Background: an optimization exercise with open tools, aiming at small area, a short achievable clock period and few clock cycles. Do not read the settings as production practice. Only simulation tests tie the RTL to the original design; equivalence was not proved.

==> flow/design.v <==
module spf #(
    parameter integer CAP_LOG2 = 7,        
    parameter [7:0]   STX      = 8'h02,
    parameter [7:0]   ETX      = 8'h03,
    parameter [7:0]   POS_TYPE = 8'h01
) (
    input  wire        clk,
    input  wire        rst,
    input  wire        cmd_valid,
    output wire        cmd_ready,
    input  wire [31:0] cmd_data,
    output wire        rsp_valid,
    input  wire        rsp_ready,
    output wire [31:0] rsp_data
);
    localparam integer CAP = 1 << CAP_LOG2;
    localparam integer AW  = CAP_LOG2;        
    localparam integer CW  = CAP_LOG2 + 1;    
    localparam [3:0] OP_APPEND  = 4'h1;
    localparam [3:0] OP_SCAN    = 4'h2;
    localparam [3:0] OP_PEEK    = 4'h3;
    localparam [3:0] OP_CONSUME = 4'h4;
    localparam [3:0] OP_READF   = 4'h5;
    localparam [3:0] OP_RDREG   = 4'h6;
    localparam [3:0] OP_WRCTRL  = 4'h7;
    localparam [3:0] RC_OK    = 4'h0;
    localparam [3:0] RC_OOR   = 4'h1;
    localparam [3:0] RC_ILL   = 4'h2;
    localparam [3:0] RC_NFY   = 4'h3;
    localparam [3:0] RC_FOK   = 4'h4;
    localparam [3:0] RC_CSM   = 4'h5;
    localparam [2:0] S_IDLE   = 3'd0;   
    localparam [2:0] S_EXEC   = 3'd1;   
    localparam [2:0] S_SEARCH = 3'd2;   
    localparam [2:0] S_HDR    = 3'd3;   
    localparam [2:0] S_ETX    = 3'd4;   
    localparam [2:0] S_COPY   = 3'd5;   
    localparam [2:0] S_RESP   = 3'd6;   
    reg  [2:0]    state;
    reg  [31:0]   cmd_q;
    reg  [31:0]   rsp_q;
    reg  [7:0]    mem [0:CAP-1];
    reg  [AW-1:0] rp;
    reg  [CW-1:0] cnt;
    reg  [15:0]   resync_cnt;
    reg           retain;
    reg           frame_valid;
    reg  [7:0]    fbuf [0:CAP-1];    
    reg  [CW-1:0] s_off;             
    reg  [7:0]    flen;              
    reg  [8:0]    cidx;              
    reg  [7:0]    sum;               
    reg           csum_ok;           
    wire [3:0]  op     = cmd_q[31:28];
    wire        rsv_nz = |cmd_q[27:16];
    wire [15:0] arg    = cmd_q[15:0];
    reg  [9:0]  rd_off;
    always @(*) begin
        case (state)
            S_SEARCH: rd_off = {{(10-CW){1'b0}}, s_off};
            S_HDR:    rd_off = {{(10-CW){1'b0}}, s_off} + 10'd3;
            S_ETX:    rd_off = {{(10-CW){1'b0}}, s_off} + {2'b0, flen} + 10'd5;
            S_COPY:   rd_off = {{(10-CW){1'b0}}, s_off} + {1'b0, cidx};
            default:  rd_off = arg[9:0];    
        endcase
    end
    wire [AW-1:0] rd_addr = rp + rd_off[AW-1:0];
    wire [7:0]    rd_byte = mem[rd_addr];
    wire [7:0]    fb_byte = fbuf[arg[AW-1:0]];
    wire [7:0]    fb_status = fbuf[1];
    wire [7:0]    fb_type   = fbuf[2];
    wire [7:0]    fb_len    = fbuf[3];
    wire [27:0]   frame_info = frame_valid ? {3'b000, 1'b1, fb_status, fb_type, fb_len} : 28'd0;
    wire [10:0] s_ext      = {{(11-CW){1'b0}}, s_off};
    wire [10:0] cnt_ext    = {{(11-CW){1'b0}}, cnt};
    wire [10:0] hdr_end    = s_ext + 11'd4;
    wire [10:0] frame_end  = s_ext + {3'b0, rd_byte} + 11'd6;    
    wire [10:0] frame_end_q = s_ext + {3'b0, flen} + 11'd6;
    assign cmd_ready = (state == S_IDLE) && !rst;
    assign rsp_valid = (state == S_RESP) && !rst;
    assign rsp_data  = rsp_q;
    wire cmd_fire = cmd_valid && cmd_ready;
    always @(posedge clk) begin
        if (rst) begin
            state       <= S_IDLE;
            rp          <= {AW{1'b0}};
            cnt         <= {CW{1'b0}};
            resync_cnt  <= 16'd0;
            retain      <= 1'b0;
            frame_valid <= 1'b0;
        end else begin
            case (state)
                S_IDLE: begin
                    if (cmd_fire) begin
                        cmd_q <= cmd_data;
                        state <= S_EXEC;
                    end
                end
                S_EXEC: begin
                    state <= S_RESP;
                    rsp_q <= {RC_ILL, 28'd0};
                    case (op)
                        OP_APPEND: begin
                            if (!rsv_nz && arg[15:8] == 8'd0) begin
                                mem[rp + cnt[AW-1:0]] <= arg[7:0];
                                if (cnt == CAP[CW-1:0])
                                    rp <= rp + 1'b1;
                                else
                                    cnt <= cnt + 1'b1;
                                rsp_q <= {RC_OK, 28'd0};
                            end
                        end
                        OP_SCAN: begin
                            if (cmd_q[27:0] == 28'd0) begin
                                frame_valid <= 1'b0;
                                s_off       <= {CW{1'b0}};
                                state       <= S_SEARCH;
                            end
                        end
                        OP_PEEK: begin
                            if (!rsv_nz) begin
                                if (arg >= {{(16-CW){1'b0}}, cnt})
                                    rsp_q <= {RC_OOR, 28'd0};
                                else
                                    rsp_q <= {RC_OK, 20'd0, rd_byte};
                            end
                        end
                        OP_CONSUME: begin
                            if (!rsv_nz) begin
                                if (arg > {{(16-CW){1'b0}}, cnt}) begin
                                    rsp_q <= {RC_OOR, 28'd0};
                                end else begin
                                    rp    <= rp + arg[AW-1:0];
                                    cnt   <= cnt - arg[CW-1:0];
                                    rsp_q <= {RC_OK, 28'd0};
                                end
                            end
                        end
                        OP_READF: begin
                            if (!rsv_nz) begin
                                if (!frame_valid || arg >= {8'd0, fb_len} + 16'd6)
                                    rsp_q <= {RC_OOR, 28'd0};
                                else
                                    rsp_q <= {RC_OK, 20'd0, fb_byte};
                            end
                        end
                        OP_RDREG: begin
                            if (!rsv_nz) begin
                                case (arg)
                                    16'd0: rsp_q <= {RC_OK, 12'd0, {(16-CW){1'b0}}, cnt};
                                    16'd1: rsp_q <= {RC_OK, 12'd0, CAP[15:0]};
                                    16'd2: rsp_q <= {RC_OK, 12'd0, resync_cnt};
                                    16'd3: rsp_q <= {RC_OK, 27'd0, retain};
                                    16'd4: rsp_q <= {RC_OK, frame_info};
                                    16'd5: rsp_q <= {RC_OK, 4'd4, POS_TYPE, ETX, STX};
                                    default: rsp_q <= {RC_ILL, 28'd0};
                                endcase
                            end
                        end
                        OP_WRCTRL: begin
                            if (!rsv_nz && arg[15:1] == 15'd0) begin
                                retain <= arg[0];
                                rsp_q  <= {RC_OK, 28'd0};
                            end
                        end
                        default: ;
                    endcase
                end
                S_SEARCH: begin
                    if (s_off == cnt) begin
                        if (retain && cnt != {CW{1'b0}}) begin
                            rp  <= rp + cnt[AW-1:0] - 1'b1;
                            cnt <= {{(CW-1){1'b0}}, 1'b1};
                        end else begin
                            rp  <= rp + cnt[AW-1:0];
                            cnt <= {CW{1'b0}};
                        end
                        rsp_q <= {RC_NFY, 28'd0};
                        state <= S_RESP;
                    end else if (rd_byte == STX) begin
                        state <= S_HDR;
                    end else begin
                        s_off <= s_off + 1'b1;
                    end
                end
                S_HDR: begin
                    if (cnt_ext < hdr_end) begin
                        rsp_q <= {RC_NFY, 28'd0};
                        state <= S_RESP;
                    end else if (frame_end > CAP[10:0]) begin
                        rp         <= rp + s_off[AW-1:0] + 1'b1;
                        cnt        <= cnt - s_off - 1'b1;
                        resync_cnt <= resync_cnt + 1'b1;
                        s_off      <= {CW{1'b0}};
                        state      <= S_SEARCH;
                    end else if (cnt_ext < frame_end) begin
                        rsp_q <= {RC_NFY, 28'd0};
                        state <= S_RESP;
                    end else begin
                        flen  <= rd_byte;
                        state <= S_ETX;
                    end
                end
                S_ETX: begin
                    if (rd_byte != ETX) begin
                        rp         <= rp + s_off[AW-1:0] + 1'b1;
                        cnt        <= cnt - s_off - 1'b1;
                        resync_cnt <= resync_cnt + 1'b1;
                        s_off      <= {CW{1'b0}};
                        state      <= S_SEARCH;
                    end else begin
                        cidx    <= 9'd0;
                        sum     <= 8'd0;
                        csum_ok <= 1'b0;
                        state   <= S_COPY;
                    end
                end
                S_COPY: begin
                    fbuf[cidx[AW-1:0]] <= rd_byte;
                    if (cidx >= 9'd1 && cidx <= {1'b0, flen} + 9'd3)
                        sum <= sum + rd_byte;
                    if (cidx == {1'b0, flen} + 9'd4)
                        csum_ok <= (sum == rd_byte);
                    if (cidx == {1'b0, flen} + 9'd5) begin
                        rp  <= rp + frame_end_q[AW-1:0];
                        cnt <= cnt - frame_end_q[CW-1:0];
                        if (csum_ok) begin
                            frame_valid <= 1'b1;
                            rsp_q <= {RC_FOK, 3'b000, 1'b1, fb_status, fb_type, flen};
                        end else begin
                            rsp_q <= {RC_CSM, 28'd0};
                        end
                        state <= S_RESP;
                    end else begin
                        cidx <= cidx + 1'b1;
                    end
                end
                S_RESP: begin
                    if (rsp_ready)
                        state <= S_IDLE;
                end
                default: state <= S_IDLE;
            endcase
        end
    end
endmodule
==> flow/run.sh <==
#!/bin/bash
# synth_recipe.tcl (not shown) runs the flow's synth.tcl, then flattens the netlist and writes it again
# the make line also repeats each setting of config.mk as NAME=value (left out here)
make -C /OpenROAD-flow-scripts/flow DESIGN_CONFIG=/design/flow/config.mk WORK_HOME=/design/flow/orfs CLKGATE_MAP_FILE= SYNTH_SCRIPT=/design/flow/synth_recipe.tcl finish
==> flow/config.mk <==
export PLATFORM = sky130hd
export DESIGN_NAME = spf
export DESIGN_NICKNAME = spf
export VERILOG_FILES = /design/flow/design.v
export SDC_FILE = /design/flow/constraint.sdc
export NUM_CORES = 4
export LEC_CHECK = 0
export CAP_MARGIN = 20
export CORE_MARGIN = 2
export CORE_UTILIZATION = 40
export SLEW_MARGIN = 20
==> flow/constraint.sdc <==
create_clock -name core_clock -period 12.0 [get_ports {clk}]
set_input_delay 2.4000 -clock core_clock [delete_from_list [all_inputs] [get_ports {clk}]]
set_output_delay 2.4000 -clock core_clock [all_outputs]
set_load 0.01 [all_outputs]
==> notes.md <==
## final cells by class
class	instances	area, µm²	share of cell area (%)
well taps	3009	3760	3.69
multi-input cells	2261	24600	24.1
clock inverters	124	1160	1.14
diodes	2	5.00	0.00490
clock buffers	255	5520	5.40
inverters	71	277	0.271
repair buffers	180	1590	1.56
flip-flops and latches	2186	65200	63.9
## placed cells by master, fill, tap and decap left out, drive strengths merged, types with 57 or more instances in the layout
cell type      Yosys  routed
edfxtp          2143    2143
mux4             616     616
nor2             360     360
clkbuf           128     255
nand2            241     241
ha               132     132
buf              120     115
a21oi             96      96
clkinv             1      88
inv               70      81
xnor2             77      77
clkdlybuf4s50      0      65
nand3             64      64
o21ai             57      57
## critical path, delay by kind of cell (launching register included)
family	cells	cell delay (ns)
AO/OA/AOI/OAI	11	4.02
XOR/XNOR	1	0.11
adder cells (fa/ha/maj)	5	2.55
buffers and inverters	3	0.81
flip-flops	1	0.43
multiplexers	3	0.55
AND/OR/NAND/NOR	8	2.30
## metrics by stage
step	util [%]	hold slack, ns
3_3_place_gp	42.1	0.516
6_report	45.0	0.537
2_1_floorplan	-	0.479
5_1_grt	45.0	0.574
3_5_place_dp	42.1	0.525
4_1_cts	45.0	0.541
## logic make-up after synthesis
group,after synthesis,synth area share (%)
DFF,2186,71.7
and+or+nand+nor,927,4.64
muxes,694,16.2
AOI/OAI and AO/OA,385,2.88
buffers and inverters,319,1.54
adders and majority gates,143,2.05
xor gates and xnor gates,109,1.07
other,1,0.00412
## worst max-delay path by stage
stage	start	endpoint	slack, ns	cells past startpoint
after global placement	state[0]	resync_cnt[12]	1.17	34
after detailed placement	state[1]	flen[4]	1.03	30
after CTS	state[1]	flen[7]	0.84	30
after floorplan	state[0]	rsp_q[0]	0.71	37
final	state[1]	s_off[3]	0.81	31
after global routing	state[1]	s_off[3]	0.21	32
## registers in the layout, summed over array words and instances, names as in the netlist, 3 cells and up, named ones only
register / count
flen: 8
fbuf: 1024
mem: 1024
state: 3
resync_cnt: 16
rsp_q: 29
cnt: 8
cmd_q: 32
sum: 8
cidx: 9
rp: 7
s_off: 8
## routing by layer
metal	GRT usage [%]	part of all wire [%]	wire length, µm
met2	29.9	46	106000
met5	0	0.014	32
met1	29.8	43	101000
met4	4.30	1.9	4490
met3	4.46	8.9	20700
==> flow_summary.yaml <==
route:
  postRouteAntennaNets: 0
  postRouteWirelength_mm: 232
  routedWlPerCell_um: 28.6
  vias: 47000
  drt-initial-drc-count: 5611
  drc: 0
  viasPerCell: 5.81
  first_pass_iters: 6
cts:
  clockRootBuffer: "clkbuf_16"
  clock_latency_ns: 0.87
  holdBufCountCts: 0
  clock-sinks: 2186
  clkTransAtPathRegs_ns: 0.07
  cts_setup_buffers: 0
  htreeDepth: 4
  cts_tree: "built"
  cts-resized-gates: 0
  clk_path_buf_depth: 3
  cts_buffers: 208
placement:
  hpwl_mm: 146
  portBuffers: 66
  placed_cell_area_um2: 95400
  post-place-ws_ns: 1.03
  dp_cells: 7705
  place_congestion: 0.857
logic_synthesis:
  ys_types: 89
  yosysWarnings: 1
  postSynthAreaPerCell_um2: 19.1
  synth.most_common_cell: "edfxtp_1"
  synthCells: 4764
  synth_edf_count: 2143
  ys_ff_latch: 2186
  netlist.area_leader.share_pct: 70.7
  synth_common_cells: "2,143 x edfxtp_1, 616 x mux4_2, 360 x nor2_1"
  synthTopCellsByArea: "edfxtp_1 71%, mux4_2 15%, ha_1 1.8%"
  syn_area_um2: 91000
  seq_area_frac_synth_pct: 71.7
  synth_flop_cell: "edfxtp_1"
  yosysTopAreaCell: "edfxtp_1"
  async_flop_share_pct: 0
global_route:
  grt_pass1_wl_mm: 336
  grt_pass1_vias: 46500
  grt-ovfl-total: 0
  grt_start_max_net_pins: 137
  antenna_found_initial: 9
  track_usage_pct: 19.9
worst_setup_path:
  worst_setup_path_start_kind: "flop"
  cp.required_ns: 12.53
  rr_startpoint: "state[1]"
  max_stage_delay_ns: 1.23
  critPathKind: "flop to flop"
  path_max_fanout: 49
  crit_arrival_ns: 11.72
  r2r_end: "s_off[3]"
  crit_path_end_kind: "flop"
  r2r_setup_slack_ns: 0.81
  reg2regPathDepth: 31
  cpMaxStageDelayCell: "fa_4"
sta:
  rsz0062_at_grt: "no"
  tightest_slew_ns: 1.37
  setup_viol: 0
  finalHoldViolCount: 0
  slew_violations: 0
  setup_tns_ns: 0
  slew_headroom_pct: 6.24
  max_freq_mhz: 89.4
  layout_setup_ws_ns: 0.815
  period_minus_slack_ns: 11.19
  finClkSkew_ns: 0.0657
  post-route-period-util_pct: 93.2
die:
  placementRows: 175
  core-area_um2: 227000
  io_pins: 70
  dieArea_um2: 231000
  initial_core_util_pct: 40.1
  die_h_um: 481
  dieWidth_um: 481
outcome:
  status: "timing/DRC/antenna clean"
run:
  maxCapViolations: 0
min_path:
  hold_depth: 2
  hp-class: "flop to flop"
  whs_endpoint: "retain"
  worstHoldStart: "retain"
layout:
  area_growth_pct: 12.2
  n_fill_cell: 19200
  drive_gt1_share_pct: 21.5
  stdcell_count: 8088
  nNetsFinal: 5086
  final_area_um2: 102000
Testbench counts, summed over its fixed seeds: cycles 509,473.

==> what the ideal ports hide <==
No port has a modelled driver above. Below, the same layout with a new extraction and two added sets of constraints. Step 1: set_driving_cell puts a clkbuf_16 on clk and a buf_2 on each other input, an assumption about the parent block. Step 2 adds t to the input delays and takes it off the output delays; t is the mean of the earliest and latest rising clock arrival at the registers after step 1. Input paths then give back, and output paths get back, about the clock's delay inside the block. Three values: no drivers, after step 1, after step 2; two values: the first two.
t (ns): 0.927
setup WS [ns]: 0.815 / 0.815 / 0.815
hold WS [ns]: 0.537 / 0.537 / 0.537
After both steps this run still meets setup and hold. The setup slack of this run moves by 0.000 ns with the drivers and by 0.000 ns with both steps.
